Source: an optimization exercise on an open RTL-to-GDS flow (aim: small area, a short achievable clock period and few clock cycles per item). Production flows keep margins and buffers that such runs may drop. In this exercise RTL edits were held to simulation tests only and were not proved equivalent to the original. No activity file was given, so power comes from the tool's default toggle rates.

[design.v]
module rcg_modmul (
    input  wire        clk,
    input  wire        rst,
    input  wire        start,
    input  wire [13:0] a,
    input  wire [13:0] b,
    input  wire [13:0] m,
    output reg         done,
    output reg  [13:0] r
);
    reg        running;
    reg [13:0] a_q;
    reg [13:0] b_q;
    reg [3:0]  cnt;
    reg [14:0] dbl;
    reg [14:0] dbl_red;
    reg [14:0] sum;
    reg [14:0] sum_red;
    always @(*) begin
        dbl     = {r, 1'b0};
        dbl_red = (dbl >= {1'b0, m}) ? dbl - {1'b0, m} : dbl;
        sum     = b_q[13] ? dbl_red + {1'b0, a_q} : dbl_red;
        sum_red = (sum >= {1'b0, m}) ? sum - {1'b0, m} : sum;
    end
    always @(posedge clk) begin
        if (rst) begin
            running <= 1'b0;
            done    <= 1'b0;
            cnt     <= 4'd0;
        end else begin
            done <= 1'b0;
            if (start) begin
                running <= 1'b1;
                a_q     <= a;
                b_q     <= b;
                r       <= 14'd0;
                cnt     <= 4'd0;
            end else if (running) begin
                r   <= sum_red[13:0];
                b_q <= {b_q[12:0], 1'b0};
                cnt <= cnt + 4'd1;
                if (cnt == 4'd13) begin
                    running <= 1'b0;
                    done    <= 1'b1;
                end
            end
        end
    end
endmodule
module ranging_code_gen (
    input  wire        clk,
    input  wire        rst,
    input  wire        cmd_valid,
    output wire        cmd_ready,
    input  wire [1:0]  cmd_mode,    
    input  wire [13:0] cmd_arg,     
    input  wire [13:0] cmd_p,       
    input  wire [13:0] cmd_len,     
    output reg         chip_valid,
    output reg         chip
);
    localparam [1:0] MODE_B1I  = 2'd0;
    localparam [1:0] MODE_B3I  = 2'd1;
    localparam [1:0] MODE_MAIN = 2'd2;
    localparam [1:0] MODE_SUB  = 2'd3;
    localparam [13:0] N_MAIN = 14'd10243;
    localparam [13:0] N_SUB  = 14'd3607;
    localparam [12:0] E_MAIN = 13'd5121;    
    localparam [12:0] E_SUB  = 13'd1803;    
    localparam [3:0] S_IDLE   = 4'd0;
    localparam [3:0] S_GOLD   = 4'd1;
    localparam [3:0] S_REDUCE = 4'd2;
    localparam [3:0] S_SETK   = 4'd3;
    localparam [3:0] S_SETKW  = 4'd4;
    localparam [3:0] S_LEG    = 4'd5;
    localparam [3:0] S_MMWAIT = 4'd6;
    localparam [3:0] S_LEGEND = 4'd7;
    reg [3:0]  state;
    reg [1:0]  mode;
    reg [13:0] remaining;
    reg [12:0] g1;
    reg [12:0] g2;
    reg [10:0] mask;
    reg [12:0] g1_cnt;     
    reg [13:0] modn;
    reg [12:0] expo;
    reg [3:0]  ebit;       
    reg [13:0] wr;
    reg [13:0] pr;
    reg [13:0] k;
    reg [13:0] kw;
    reg [13:0] x;          
    reg [13:0] acc;
    reg        mul_phase;  
    reg        second;     
    reg        leg0;
    reg        mm_start;
    reg [13:0] mm_a;
    reg [13:0] mm_b;
    wire       mm_done;
    wire [13:0] mm_r;
    rcg_modmul u_mm (
        .clk   (clk),
        .rst   (rst),
        .start (mm_start),
        .a     (mm_a),
        .b     (mm_b),
        .m     (modn),
        .done  (mm_done),
        .r     (mm_r)
    );
    assign cmd_ready = (state == S_IDLE);
    wire        b1i_g1_out = g1[10];
    wire        b1i_g1_fb  = ^(g1[10:0] & 11'b11111000001);
    wire        b1i_g2_fb  = ^(g2[10:0] & 11'b10110011111);
    wire        b1i_sel    = ^(g2[10:0] & mask);
    wire        b3i_g1_out = g1[12];
    wire        b3i_g2_out = g2[12];
    wire        b3i_g1_fb  = ^(g1 & 13'b1000000001101);
    wire        b3i_g2_fb  = ^(g2 & 13'b1101101110001);
    wire        b3i_reload = (g1_cnt == 13'd8190);
    wire [12:0] b3i_g1_cur = b3i_reload ? 13'h1FFF : g1;
    wire        b3i_g1_bit = b3i_g1_cur[12];
    wire        b3i_g1_nfb = ^(b3i_g1_cur & 13'b1000000001101);
    wire [14:0] k_plus_w = {1'b0, k} + {1'b0, wr};
    always @(posedge clk) begin
        if (rst) begin
            state      <= S_IDLE;
            chip_valid <= 1'b0;
            chip       <= 1'b0;
            mm_start   <= 1'b0;
        end else begin
            chip_valid <= 1'b0;
            mm_start   <= 1'b0;
            case (state)
                S_IDLE: begin
                    if (cmd_valid) begin
                        mode      <= cmd_mode;
                        remaining <= cmd_len;
                        case (cmd_mode)
                            MODE_B1I: begin
                                g1   <= 13'b0001010101010;
                                g2   <= 13'b0001010101010;
                                mask <= cmd_arg[10:0];
                            end
                            MODE_B3I: begin
                                g1     <= 13'h1FFF;
                                g2     <= cmd_arg[12:0];
                                g1_cnt <= 13'd0;
                            end
                            MODE_MAIN: begin
                                modn <= N_MAIN;
                                expo <= E_MAIN;
                            end
                            default: begin
                                modn <= N_SUB;
                                expo <= E_SUB;
                            end
                        endcase
                        wr <= cmd_arg;
                        pr <= cmd_p;
                        if (cmd_len != 14'd0)
                            state <= cmd_mode[1] ? S_REDUCE : S_GOLD;
                    end
                end
                S_GOLD: begin
                    chip_valid <= 1'b1;
                    if (mode == MODE_B1I) begin
                        chip <= b1i_g1_out ^ b1i_sel;
                        g1   <= {2'b00, g1[9:0], b1i_g1_fb};
                        g2   <= {2'b00, g2[9:0], b1i_g2_fb};
                    end else begin
                        chip   <= b3i_g1_bit ^ b3i_g2_out;
                        g1     <= {b3i_g1_cur[11:0], b3i_g1_nfb};
                        g2     <= {g2[11:0], b3i_g2_fb};
                        g1_cnt <= b3i_reload ? 13'd1 : g1_cnt + 13'd1;
                    end
                    remaining <= remaining - 14'd1;
                    if (remaining == 14'd1)
                        state <= S_IDLE;
                end
                S_REDUCE: begin
                    if (wr >= modn)
                        wr <= wr - modn;
                    else if (pr >= modn)
                        pr <= pr - modn;
                    else
                        state <= S_SETK;
                end
                S_SETK: begin
                    k     <= (pr == 14'd0) ? modn - 14'd1 : pr - 14'd1;
                    state <= S_SETKW;
                end
                S_SETKW: begin
                    kw     <= (k_plus_w >= {1'b0, modn}) ? k_plus_w[13:0] - modn : k_plus_w[13:0];
                    x      <= k;
                    second <= 1'b0;
                    state  <= S_LEG;
                end
                S_LEG: begin
                    if (x == 14'd0) begin
                        acc   <= 14'd0;
                        state <= S_LEGEND;
                    end else begin
                        acc       <= x;
                        ebit      <= (mode == MODE_MAIN) ? 4'd11 : 4'd9;
                        mul_phase <= 1'b0;
                        mm_a      <= x;
                        mm_b      <= x;
                        mm_start  <= 1'b1;
                        state     <= S_MMWAIT;
                    end
                end
                S_MMWAIT: begin
                    if (mm_done) begin
                        acc <= mm_r;
                        if (!mul_phase && expo[ebit]) begin
                            mul_phase <= 1'b1;
                            mm_a      <= mm_r;
                            mm_b      <= x;
                            mm_start  <= 1'b1;
                        end else if (ebit == 4'd0) begin
                            state <= S_LEGEND;
                        end else begin
                            ebit      <= ebit - 4'd1;
                            mul_phase <= 1'b0;
                            mm_a      <= mm_r;
                            mm_b      <= mm_r;
                            mm_start  <= 1'b1;
                        end
                    end
                end
                S_LEGEND: begin
                    if (!second) begin
                        leg0   <= (acc == 14'd1);
                        x      <= kw;
                        second <= 1'b1;
                        state  <= S_LEG;
                    end else begin
                        chip_valid <= 1'b1;
                        chip       <= leg0 ^ (acc == 14'd1);
                        k          <= (k == modn - 14'd1) ? 14'd0 : k + 14'd1;
                        kw         <= (kw == modn - 14'd1) ? 14'd0 : kw + 14'd1;
                        x          <= (k == modn - 14'd1) ? 14'd0 : k + 14'd1;
                        second     <= 1'b0;
                        remaining  <= remaining - 14'd1;
                        state      <= (remaining == 14'd1) ? S_IDLE : S_LEG;
                    end
                end
                default: state <= S_IDLE;
            endcase
        end
    end
endmodule
[run.sh]
#!/bin/bash
# synth_recipe.tcl (not shown) runs the flow's synth.tcl, then flattens the netlist and writes it again
# the make line also repeats each setting of config.mk as NAME=value (left out here)
make -C /OpenROAD-flow-scripts/flow DESIGN_CONFIG=/design/flow/config.mk WORK_HOME=/design/flow/orfs CLKGATE_MAP_FILE= SYNTH_SCRIPT=/design/flow/synth_recipe.tcl finish
[config.mk]
export PLATFORM = sky130hd
export DESIGN_NAME = ranging_code_gen
export DESIGN_NICKNAME = ranging_code_gen
export VERILOG_FILES = /design/flow/design.v
export SDC_FILE = /design/flow/constraint.sdc
export NUM_CORES = 4
export LEC_CHECK = 0
export CAP_MARGIN = 20
export CORE_MARGIN = 2
export CORE_UTILIZATION = 40
export SLEW_MARGIN = 20
[constraint.sdc]
create_clock -name core_clock -period 8.0 [get_ports {clk}]
set_input_delay 1.6000 -clock core_clock [delete_from_list [all_inputs] [get_ports {clk}]]
set_output_delay 1.6000 -clock core_clock [all_outputs]
set_load 0.01 [all_outputs]
==> metrics.cfg <==
[logic_synthesis]
synth_nets = 1634
synth-seq-cells = 241
netlist_area_um2 = 15100
yosysWarningCount = 2
synth_area_per_cell_um2 = 9.96
yosys.area.top_type = edfxtp_1
yosysSeqAreaShare = 0.471
synth_top_area_share = 0.456
yosys_most_used_dff = edfxtp_1
synth-edff-count = 229
synth_area_leaders = edfxtp_1 (46%), ha_1 (5.8%), xnor2_1 (5.2%), nand2_1 (4.9%), xor2_1 (3.8%)
yosysUniqueCellTypes = 77
async_flop_share = 0
syn_inst = 1515

[cells_and_area]
final_cell_mix = edfxtp_1 (229), nand2_1 (198), nor2_1 (138)
design_area_um2 = 17200
layout-drive-gt1-share = 0.0780
insertedDiodeCount = 0
fin_util = 0.460
fin_nets = 1672
mostFrequentLayoutCell = edfxtp_1
stdcell_count = 2087
area_growth_syn_to_layout_pct = 14.0

[floorplan]
die_y_um = 198
rows = 71
pin_count = 50
start_util = 0.404
die_w_um = 198
fp.dieArea_um2 = 39300
core_um2 = 37400

[worst_setup_path]
crit_fanout = 17
worstSetupStartpointType = flop
path_class = reg2reg
end_kind = flop
crit_arrival_ns = 6.51
worstPathRequired_ns = 8.29

[status]
status = no timing/DRC/antenna violations

[pwr]
p_sw_frac = 0.257
p_leak_nw = 6.17
power_density_nw_per_um2 = 201
vdd_ir_drop_max_uv = 172
clkPwrFrac = 0.409
internal_power_w = 0.00257
p_comb_frac = 0.155
power_switching_w = 0.000889
seq_power_share = 0.435

[clocking]
cts_setup_buffers = 0
cts_resized = 0
cts_root_buf = clkbuf_16
ctsHoldBuffers = 0
htree_levels = 1
cts_inserted_buffers = 29
clock_path_buffers = 3
clk_pin_slew_ns = 0.06
cts_sinks = 241
cts_tree = done
insertion_delay_ns = 0.56

[sta]
tightest_slew_ns = 0.894
fmax_ghz = 0.161
setup_viol = 0
hold_viol = 0
slew_headroom = 0.404
fin_worst_skew_ns = 0.0139
period_share = 0.778
worst_slack_ns = 1.78
fin_crit_ns = 6.22
slew_violations = 0
rsz0062_at_grt = false
tns_ns = 0

[placement]
place_ws_ns = 1.82
place_hpwl_mm = 27.8
dpl.cell_count = 2033
finalWeightedCongestion = 0.869
dpl_cell_area_um2 = 16200
io_buffers = 49

[global_routing]
antenna_found_initial = 0
grt.total_usage = 0.196
grt_pass1_vias = 11200
grt_pass1_wl_mm = 61.0
grt_max_degree = 48
grt_remaining_overflow = 0

[route]
wl_mm = 38.1
vias = 11400
drtPass1Iterations = 5
dr.first_iter.drc_count = 688
drc = 0
post_drt_wl_per_cell_um = 18.3
viasPerCell = 5.47
antenna_left = 0

[run]
maxCapViolCount = 0

[hold_path]
hold_path.class = reg2reg

power by group through the flow:
stage | registers (W) | clock network, W | logic (W)
floorplan | 0.00151 | 0 | 0.000405
global placement | 0.00153 | 0 | 0.000525
detailed placement | 0.00153 | 0 | 0.000533
CTS | 0.00150 | 0.00145 | 0.000536
global route | 0.00151 | 0.00149 | 0.000603
finish | 0.00150 | 0.00141 | 0.000536
worst paths after layout:
| check | from | endpoint | depth (start not counted) | slack (ns) |
|---|---|---|---|---|
| max | expo[9] | u_mm.r[9] | 25 | 1.78 |
| min | mm_a[10] | u_mm.a_q[10] | 0 | 0.42 |
| max reg2reg | expo[9] | u_mm.r[9] | 25 | 1.78 |
| min reg2reg | mm_a[10] | u_mm.a_q[10] | 0 | 0.42 |
cell type report:
| cell class | count | area, µm² |
|---|---|---|
| repair buffers | 67 | 626 |
| well taps | 511 | 639 |
| clock buffers | 42 | 835 |
| fillers | 3579 | 20200 |
| inverters | 45 | 169 |
| multi-input cells | 1169 | 7620 |
| flip-flops and latches | 241 | 7120 |
| clock inverters | 12 | 201 |
logic make-up after synthesis:
kind of cell,count (synthesis),synth area share
DFF,241,0.471
and+or+nand+nor,567,0.176
xor gates and xnor gates,155,0.0899
AOI/OAI and AO/OA,318,0.134
buffers and inverters,105,0.0276
muxes,57,0.0404
adders and majority gates,72,0.0607
critical path, cell delays in order, from the launching register on:
cell and delay [ns]:
edfxtp_1 0.48, inv_1 0.23, ha_1 0.33, o41a_1 0.38
o31ai_4 0.43, nand2_2 0.13, nand2_4 0.14, nand2_1 0.06
o21ai_0 0.13, ha_1 0.34, a21oi_1 0.19, o21ai_1 0.16
o311a_1 0.33, o21a_1 0.18, o21a_1 0.17, o21ai_0 0.20
mux2i_1 0.21, a311oi_1 0.08, ha_1 0.23, nor3b_1 0.20
mux2i_1 0.15, a211o_1 0.30, o32ai_2 0.30, buf_4 0.31
mux2i_1 0.22, nor2_1 0.05
routing by layer:
| layer | vias to the layer above | track usage | share of wire |
|---|---|---|---|
| met5 | - | 0 | 0 |
| met4 | 0 | 0.0602 | 0.025 |
| met3 | 61 | 0.0227 | 0.043 |
| met2 | 280 | 0.334 | 0.48 |
| met1 | 5444 | 0.263 | 0.45 |
| li1 | 5640 | - | - |
Yosys cell counts (30+ instances only):
library cell  count
edfxtp_1        229
nand2_1         198
nor2_1          140
o21ai_0          92
xnor2_1          90
a21oi_1          71
ha_1             70
xor2_1           65
nor3_1           50
clkbuf_1         47
inv_1            44
nand3_1          41
mux2_2           30
stage by stage:
stage / total power (W) / hold slack [ns]
after floorplan: 0.00191 / 0.400
after global placement: 0.00205 / 0.401
after detailed placement: 0.00206 / 0.405
after CTS: 0.00349 / 0.417
after global routing: 0.00361 / 0.429
final: 0.00345 / 0.417
Testbench counts, summed over its fixed seeds: cycles 977,560, chips 14,062.

-- re-timing with driven ports --
In the flow no input, the clock included, has a driving cell. The finished layout below was timed again as built, in two steps. Step 1, drivers: a clkbuf_16 drives clk and a buf_2 each remaining input, both assumed. Step 2 times the ports against the registers' clock, not the clock port: input delays grow and output delays shrink by t, the midpoint of the rising clock arrivals with the driver on. Slacks: ideal ports / drivers / drivers and shift; pairs: ideal ports / drivers.
t (ns): 0.609
slack for setup (ns): 1.779 / 1.779 / 1.779
worst setup path at the end: register to register
slew at the worst register clock pin (ns): 0.07 / 0.07
pins driven straight from the clock port: 1
After both steps this run still meets setup and hold. For this run, drivers alone change the setup slack by 0.000 ns; drivers and shift together by 0.000 ns.
